This design comes from an exercise in tuning for small area on the open sky130 flow, not from production work. Function was checked by simulation only, so behaviour that the tests miss may differ from the original. Power figures rest on the tool's default switching activity, not on a simulated workload.

==> build 67: inputs <==
==> flow/design.v <==
module ircore_tx (
    input  wire        clk,
    input  wire        rst,             
    input  wire        enq_valid,       
    input  wire        enq_rc6,         
    input  wire [2:0]  enq_mode,        
    input  wire [7:0]  enq_a,           
    input  wire [7:0]  enq_b,           
    output wire        enq_ready,       
    output wire        tx,              
    output wire        tx_idle          
);
    localparam [1:0] ST_IDLE = 2'd0, ST_HDR = 2'd1, ST_DAT = 2'd2, ST_TRL = 2'd3;
    reg  [19:0] q [0:8];
    reg  [8:0]  v;              
    wire [8:0]  fr;             
    wire        pop;            
    assign fr[8] = ~v[8] | pop;
    genvar gi;
    generate
        for (gi = 0; gi < 8; gi = gi + 1) begin : g_fr
            assign fr[gi] = ~v[gi] | fr[gi + 1];
        end
    endgenerate
    assign enq_ready = fr[0];
    assign tx_idle   = ~|v;
    always @(posedge clk) begin
        if (fr[0]) q[0] <= {enq_rc6, enq_mode, enq_a, enq_b};
    end
    generate
        for (gi = 1; gi < 9; gi = gi + 1) begin : g_q
            always @(posedge clk) begin
                if (fr[gi]) q[gi] <= q[gi - 1];
            end
        end
    endgenerate
    always @(posedge clk) begin
        if (rst) v <= 9'd0;
        else     v <= (fr & {v[7:0], enq_valid}) | (~fr & v);
    end
    wire [19:0] hd  = q[8];
    wire        rc6 = hd[19];
    reg        act;             
    reg [5:0]  n;               
    reg [1:0]  c;               
    reg [10:0] pre;             
    reg        tg;              
    wire tick = rc6 ? (pre == 11'b11001111010) : (pre == 11'b01011001011);
    wire [7:0] src = n[4] ? hd[7:0] : hd[15:8];
    wire       sb  = src[~n[2:0]];
    wire [3:0] mt  = {tg, hd[16], hd[17], hd[18]};
    wire       b   = rc6 ? ((n[4:3] == 2'b00) ? (n[2] ? mt[n[1:0]] : 1'b1) : sb)
                         : sb ^ n[3];
    wire       w2  = (n[4:3] == 2'b00) & (n[2] | (n[1] ^ n[0]));
    wire lvl = rc6 ? ((n[4:0] == 5'd1) | (~(n[4] & n[3]) & (b ^ (w2 ? c[1] : c[0]))))
                   : (n[5] ? ~(n[2] & n[1]) : (c == 2'd0));
    wire cl   = rc6 ? w2 : (n[5] | b);
    wire send = c[0] & (c[1] == cl);
    wire fend = rc6 ? ((n[4:0] == 5'd26) & c[0]) : n[5] & ~n[4];
    assign pop = act & tick & fend;
    assign tx  = act & lvl;
    always @(posedge clk) begin
        pre <= (~act | tick) ? 11'd0 : {~pre[9:0], ~(pre[10] ^ pre[8])};
        if (~act) begin
            n <= rc6 ? 6'd1 : 6'd58;
            c <= 2'd0;
        end else if (tick) begin
            if (send) begin
                n <= n + 6'd1;
                c <= 2'd0;
            end else begin
                c <= c + 2'd1;
            end
        end
    end
    always @(posedge clk) begin
        if (rst) begin
            act <= 1'b0;
            tg  <= 1'b0;
        end else begin
            if (~act) act <= v[8];
            else if (pop) begin
                act <= 1'b0;
                if (rc6) tg <= ~tg;
            end
        end
    end
endmodule
==> flow/run.sh <==
#!/bin/bash
# synth_recipe.tcl (not shown) runs the flow's synth.tcl, then flattens the netlist and writes it again
# the make line also repeats each setting of config.mk as NAME=value (left out here)
make -C /OpenROAD-flow-scripts/flow DESIGN_CONFIG=/design/flow/config.mk WORK_HOME=/design/flow/orfs CLKGATE_MAP_FILE= SYNTH_SCRIPT=/design/flow/synth_recipe.tcl finish
==> flow/config.mk <==
export PLATFORM = sky130hd
export DESIGN_NAME = ircore_tx
export DESIGN_NICKNAME = ircore_tx
export VERILOG_FILES = /design/flow/design.v
export SDC_FILE = /design/flow/constraint.sdc
export NUM_CORES = 4
export LEC_CHECK = 0
export CAP_MARGIN = 20
export CORE_MARGIN = 2
export CORE_UTILIZATION = 40
export CTS_BUF_LIST = sky130_fd_sc_hd__clkbuf_8
export CTS_CLUSTER_DIAMETER = 60
export CTS_CLUSTER_SIZE = 20
export SLEW_MARGIN = 20
==> flow/constraint.sdc <==
create_clock -name core_clock -period 10.0 [get_ports {clk}]
set_input_delay 2.0000 -clock core_clock [delete_from_list [all_inputs] [get_ports {clk}]]
set_output_delay 2.0000 -clock core_clock [all_outputs]
set_load 0.01 [all_outputs]
==> trial 9 (differences from build 67) <==
==> flow/design.v, changed modules only <==
module ircore_tx (
    input  wire        clk,
    input  wire        rst,             
    input  wire        enq_valid,       
    input  wire        enq_rc6,         
    input  wire [2:0]  enq_mode,        
    input  wire [7:0]  enq_a,           
    input  wire [7:0]  enq_b,           
    output wire        enq_ready,       
    output wire        tx,              
    output wire        tx_idle          
);
    reg  [19:0] q [0:8];
    wire [8:0]  v;              
    wire [8:0]  fr;             
    wire        pop;            
    genvar gi;
    generate
        for (gi = 0; gi < 9; gi = gi + 1) begin : g_v
            assign v[gi] = q[gi][19] | ~q[gi][16];
        end
    endgenerate
    assign fr[8] = ~v[8] | pop | rst;
    generate
        for (gi = 0; gi < 8; gi = gi + 1) begin : g_fr
            assign fr[gi] = ~v[gi] | fr[gi + 1];
        end
    endgenerate
    assign enq_ready = fr[0];
    assign tx_idle   = ~|v;
    wire [19:0] in = {enq_valid & enq_rc6 & ~rst, enq_mode[2:1],
                      ~enq_valid | (enq_rc6 & enq_mode[0]), enq_a, enq_b};
    always @(posedge clk) begin
        if (fr[0]) q[0] <= in | {3'd0, rst, 16'd0};
    end
    generate
        for (gi = 1; gi < 9; gi = gi + 1) begin : g_q
            always @(posedge clk) begin
                if (fr[gi])
                    q[gi] <= {q[gi - 1][19] & ~rst, q[gi - 1][18:17],
                              q[gi - 1][16] | rst, q[gi - 1][15:0]};
            end
        end
    endgenerate
    wire [19:0] hd  = q[8];
    wire        rc6 = hd[19];
    reg        act;             
    reg [5:0]  n;               
    reg [1:0]  c;               
    reg [10:0] pre;             
    reg        tg;              
    wire tick = (pre == {5'b00001, rc6, 5'b00110});
    wire [7:0] src = n[4] ? hd[7:0] : hd[15:8];
    wire       sb  = src[~n[2:0]];
    wire [3:0] mt  = {tg, hd[16], hd[17], hd[18]};
    wire       b   = rc6 ? ((n[4:3] == 2'b00) ? (n[2] ? mt[n[1:0]] : 1'b1) : sb)
                         : sb ^ n[3];
    wire       w2  = (n[4:3] == 2'b00) & (n[2] | (n[1] ^ n[0]));
    wire lvl = rc6 ? ((n[4:0] == 5'd1) | (~(n[4] & n[3]) & (b ^ (w2 ? c[1] : c[0]))))
                   : (n[5] ? ~(n[2] & n[1]) : (c == 2'd0));
    wire cl   = rc6 ? w2 : (n[5] | b);
    wire send = c[0] & (c[1] == cl);
    wire fend = rc6 ? ((n[4:0] == 5'd26) & c[0]) : n[5] & ~n[4];
    assign pop = act & tick & fend;
    assign tx  = act & lvl;
    always @(posedge clk) begin
        pre <= (~act | tick) ? 11'b01011011001 : {pre[9:0], pre[10] ^ pre[1]};
        if (~act) begin
            n <= rc6 ? 6'd1 : 6'd58;
            c <= 2'd0;
        end else if (tick) begin
            if (send) begin
                n <= n + 6'd1;
                c <= 2'd0;
            end else begin
                c <= c + 2'd1;
            end
        end
    end
    always @(posedge clk) begin
        if (rst) begin
            act <= 1'b0;
            tg  <= 1'b0;
        end else begin
            if (~act) act <= v[8];
            else if (pop) begin
                act <= 1'b0;
                if (rc6) tg <= ~tg;
            end
        end
    end
endmodule
==> flow/flow/run.sh (new file) <==
#!/bin/bash
# The standard layout (standard.sh) with three changes: an area-oriented ABC
# script for the combinational logic (the flip-flops are mapped before ABC, as
# in the standard synthesis), smaller port buffers, and a clock tree built
# without dummy balancing loads.
set -euo pipefail
rm -rf scripts_area
cp -r "$FLOW_HOME/scripts" scripts_area
printf '&get -n\n&st\n&dch\n&nf\n&st\n&syn2\n&if -g -K 6\n&synch2\n&nf\n&st\n&syn2\n&if -g -K 6\n&synch2\n&nf\n&st\n&syn2\n&if -g -K 6\n&synch2\n&nf\n&st\n&syn2\n&if -g -K 6\n&synch2\n&nf\n&st\n&syn2\n&if -g -K 6\n&synch2\n&nf\n&put\ntopo\ndnsize -c\n' > scripts_area/abc_speed.script
export SCRIPTS_DIR="$PWD/scripts_area"
export BUFFER_PORTS_ARGS="-buffer_cell sky130_fd_sc_hd__buf_1"
export CTS_ARGS="-sink_clustering_enable -repair_clock_nets -buf_list sky130_fd_sc_hd__clkbuf_8 -root_buf sky130_fd_sc_hd__clkbuf_4 -sink_clustering_size 20 -sink_clustering_max_diameter 60 -dont_use_dummy_load"
bash standard.sh > standard.log 2>&1
==> flow/standard.sh (new file) <==
#!/bin/bash
# synth_recipe.tcl (not shown) runs the flow's synth.tcl, then flattens the netlist and writes it again
# the make line also repeats each setting of config.mk as NAME=value (left out here)
make -C /OpenROAD-flow-scripts/flow DESIGN_CONFIG=/design/flow/config.mk WORK_HOME=/design/flow/orfs CLKGATE_MAP_FILE= SYNTH_SCRIPT=/design/flow/synth_recipe.tcl "${@:-finish}"
removed: flow/run.sh
==> trial 74 (differences from build 67) <==
==> flow/design.v, changed modules only <==
module ircore_tx (
    input  wire        clk,
    input  wire        rst,             
    input  wire        enq_valid,       
    input  wire        enq_rc6,         
    input  wire [2:0]  enq_mode,        
    input  wire [7:0]  enq_a,           
    input  wire [7:0]  enq_b,           
    output wire        enq_ready,       
    output wire        tx,              
    output wire        tx_idle          
);
    reg  [19:0] q [0:8];
    wire [8:0]  v;              
    wire [8:0]  fr;             
    wire        pop;            
    genvar gi;
    generate
        for (gi = 0; gi < 9; gi = gi + 1) begin : g_v
            assign v[gi] = q[gi][19] | ~q[gi][16];
        end
    endgenerate
    assign fr[8] = ~v[8] | pop | rst;
    generate
        for (gi = 0; gi < 8; gi = gi + 1) begin : g_fr
            assign fr[gi] = ~v[gi] | fr[gi + 1];
        end
    endgenerate
    assign enq_ready = fr[0];
    assign tx_idle   = ~|v;
    wire [19:0] in = {enq_valid & enq_rc6 & ~rst, enq_mode[2:1],
                      ~enq_valid | (enq_rc6 & enq_mode[0]), enq_a, enq_b};
    always @(posedge clk) begin
        if (fr[0]) q[0] <= in | {3'd0, rst, 16'd0};
    end
    generate
        for (gi = 1; gi < 9; gi = gi + 1) begin : g_q
            always @(posedge clk) begin
                if (fr[gi])
                    q[gi] <= {q[gi - 1][19] & ~rst, q[gi - 1][18:17],
                              q[gi - 1][16] | rst, q[gi - 1][15:0]};
            end
        end
    endgenerate
    wire [19:0] hd  = q[8];
    wire        rc6 = hd[19];
    reg        act;             
    reg [5:0]  n;               
    reg [1:0]  c;               
    reg [10:0] pre;             
    reg        tg;              
    wire tick = (pre == {5'b00001, rc6, 5'b00110});
    wire [7:0] src = n[4] ? hd[7:0] : hd[15:8];
    wire       sb  = src[~n[2:0]];
    wire [3:0] mt  = {tg, hd[16], hd[17], hd[18]};
    wire       b   = rc6 ? ((n[4:3] == 2'b00) ? (n[2] ? mt[n[1:0]] : 1'b1) : sb)
                         : sb ^ n[3];
    wire       w2  = (n[4:3] == 2'b00) & (n[2] | (n[1] ^ n[0]));
    wire lvl = rc6 ? ((n[4:0] == 5'd1) | (~(n[4] & n[3]) & (b ^ (w2 ? c[1] : c[0]))))
                   : (n[5] ? ~(n[2] & n[1]) : (c == 2'd0));
    wire cl   = rc6 ? w2 : (n[5] | b);
    wire send = c[0] & (c[1] == cl);
    wire fend = rc6 ? ((n[4:0] == 5'd26) & c[0]) : n[5] & ~n[4];
    assign pop = act & tick & fend;
    assign tx  = act & lvl;
    always @(posedge clk) begin
        pre <= (~act | tick) ? 11'b01011011001 : {pre[9:0], pre[10] ^ pre[1]};
        if (~act) begin
            n <= rc6 ? 6'd1 : 6'd58;
            c <= 2'd0;
        end else if (tick) begin
            if (send) begin
                n <= n + 6'd1;
                c <= 2'd0;
            end else begin
                c <= c + 2'd1;
            end
        end
    end
    always @(posedge clk) begin
        if (rst) begin
            act <= 1'b0;
            tg  <= 1'b0;
        end else begin
            if (~act) act <= v[8];
            else if (pop) begin
                act <= 1'b0;
                if (rc6) tg <= ~tg;
            end
        end
    end
endmodule
==> flow/flow/run.sh (new file) <==
#!/bin/bash
# The standard layout (standard.sh), with smaller port buffers and a clock
# tree built without dummy balancing loads.
set -euo pipefail
export BUFFER_PORTS_ARGS="-buffer_cell sky130_fd_sc_hd__buf_1"
export CTS_ARGS="-sink_clustering_enable -repair_clock_nets -buf_list sky130_fd_sc_hd__clkbuf_8 -root_buf sky130_fd_sc_hd__clkbuf_4 -sink_clustering_size 20 -sink_clustering_max_diameter 60 -dont_use_dummy_load"
bash standard.sh > standard.log 2>&1
==> flow/standard.sh (new file) <==
#!/bin/bash
# synth_recipe.tcl (not shown) runs the flow's synth.tcl, then flattens the netlist and writes it again
# the make line also repeats each setting of config.mk as NAME=value (left out here)
make -C /OpenROAD-flow-scripts/flow DESIGN_CONFIG=/design/flow/config.mk WORK_HOME=/design/flow/orfs CLKGATE_MAP_FILE= SYNTH_SCRIPT=/design/flow/synth_recipe.tcl "${@:-finish}"
removed: flow/run.sh
==> results.txt <==
Trial 9 finished clean. Build 67 finished with timing, DRC and antenna clean. Trial 74 produced a clean layout.
Against trial 9, the register-to-register slack of build 67 is higher by 1.0 ns.
Between build 67 and trial 9, the lower synthesized cell count is in trial 9 (gap 11%, measured against trial 9).
The lowest area after synthesis belongs to trial 9, the highest to build 67.
Of trial 74 and build 67, build 67 has the higher total power (gap 9.8%, measured against build 67).
Sequential power: build 67 is higher than trial 74 (about 5%).
Clock power: trial 74 < trial 9 < build 67.
==> figures <==
Status: trial 9 no timing/DRC/antenna violations; build 67 no timing/DRC/antenna violations; trial 74 no timing/DRC/antenna violations
Final worst path period need: trial 9 7.13 ns; build 67 5.82 ns; trial 74 7.22 ns
Maximum fanout encountered on the critical timing path: trial 9 21; build 67 22; trial 74 21
Multi-input gate share of the layout cell area: trial 9 11.9%; build 67 11.7%; trial 74 11.9%
Avg Cell Area, Syn: trial 9 20.5 um^2; build 67 19.3 um^2; trial 74 20.1 um^2
Routed length on met3: trial 9 296 um; build 67 394 um; trial 74 380 um
First-pass GRT wire length: trial 9 12.7 mm; build 67 13.2 mm; trial 74 12.4 mm
Power drawn by the clock network: trial 9 0.338 mW; build 67 0.405 mW; trial 74 0.328 mW
Slew at the pin with the worst max-slew slack: trial 9 0.977 ns; build 67 0.965 ns; trial 74 0.991 ns
Post-synthesis cell type count: trial 9 37; build 67 52; trial 74 40
Launch instance of the worst register-to-register path: trial 9 n[1]; build 67 q[8][19]; trial 74 n[1]
Startpoint of the most critical hold path: trial 9 q[6][1]; build 67 pre[9]; trial 74 q[1][0]
Worst R2R Setup Slack: trial 9 5.77 ns; build 67 6.80 ns; trial 74 5.80 ns
Switching power summed over all nets: trial 9 0.230 mW; build 67 0.261 mW; trial 74 0.228 mW

-- port drivers added, routing unchanged --
In the flow no input, the clock included, has a driving cell. The finished layouts below were timed again as built, in two steps.
Step 1 assumes that a clkbuf_16 drives the clock port and a buf_2 every other input.
Step 2, shift: input delay + t, output delay - t, t = (earliest + latest rising clock arrival at the registers) / 2. This alone moves slack from input paths to output paths.
Slacks: ideal / step 1 / step 2; pairs: ideal / step 1.
| run | shift t [ns] | slack for setup (ns) | worst setup path after step 2 |
|---|---|---|---|
| build 67 | 0.512 | 4.184 / 4.149 / 4.661 | register to output |
| trial 9 | 0.555 | 2.866 / 2.846 / 2.846 | input to output |
| trial 74 | 0.566 | 2.781 / 2.752 / 2.752 | input to output |
After both steps setup and hold are still met in every run listed. The setup slack of trial 74, which loses most, moves by -0.029 ns with the drivers and by -0.029 ns with both steps.
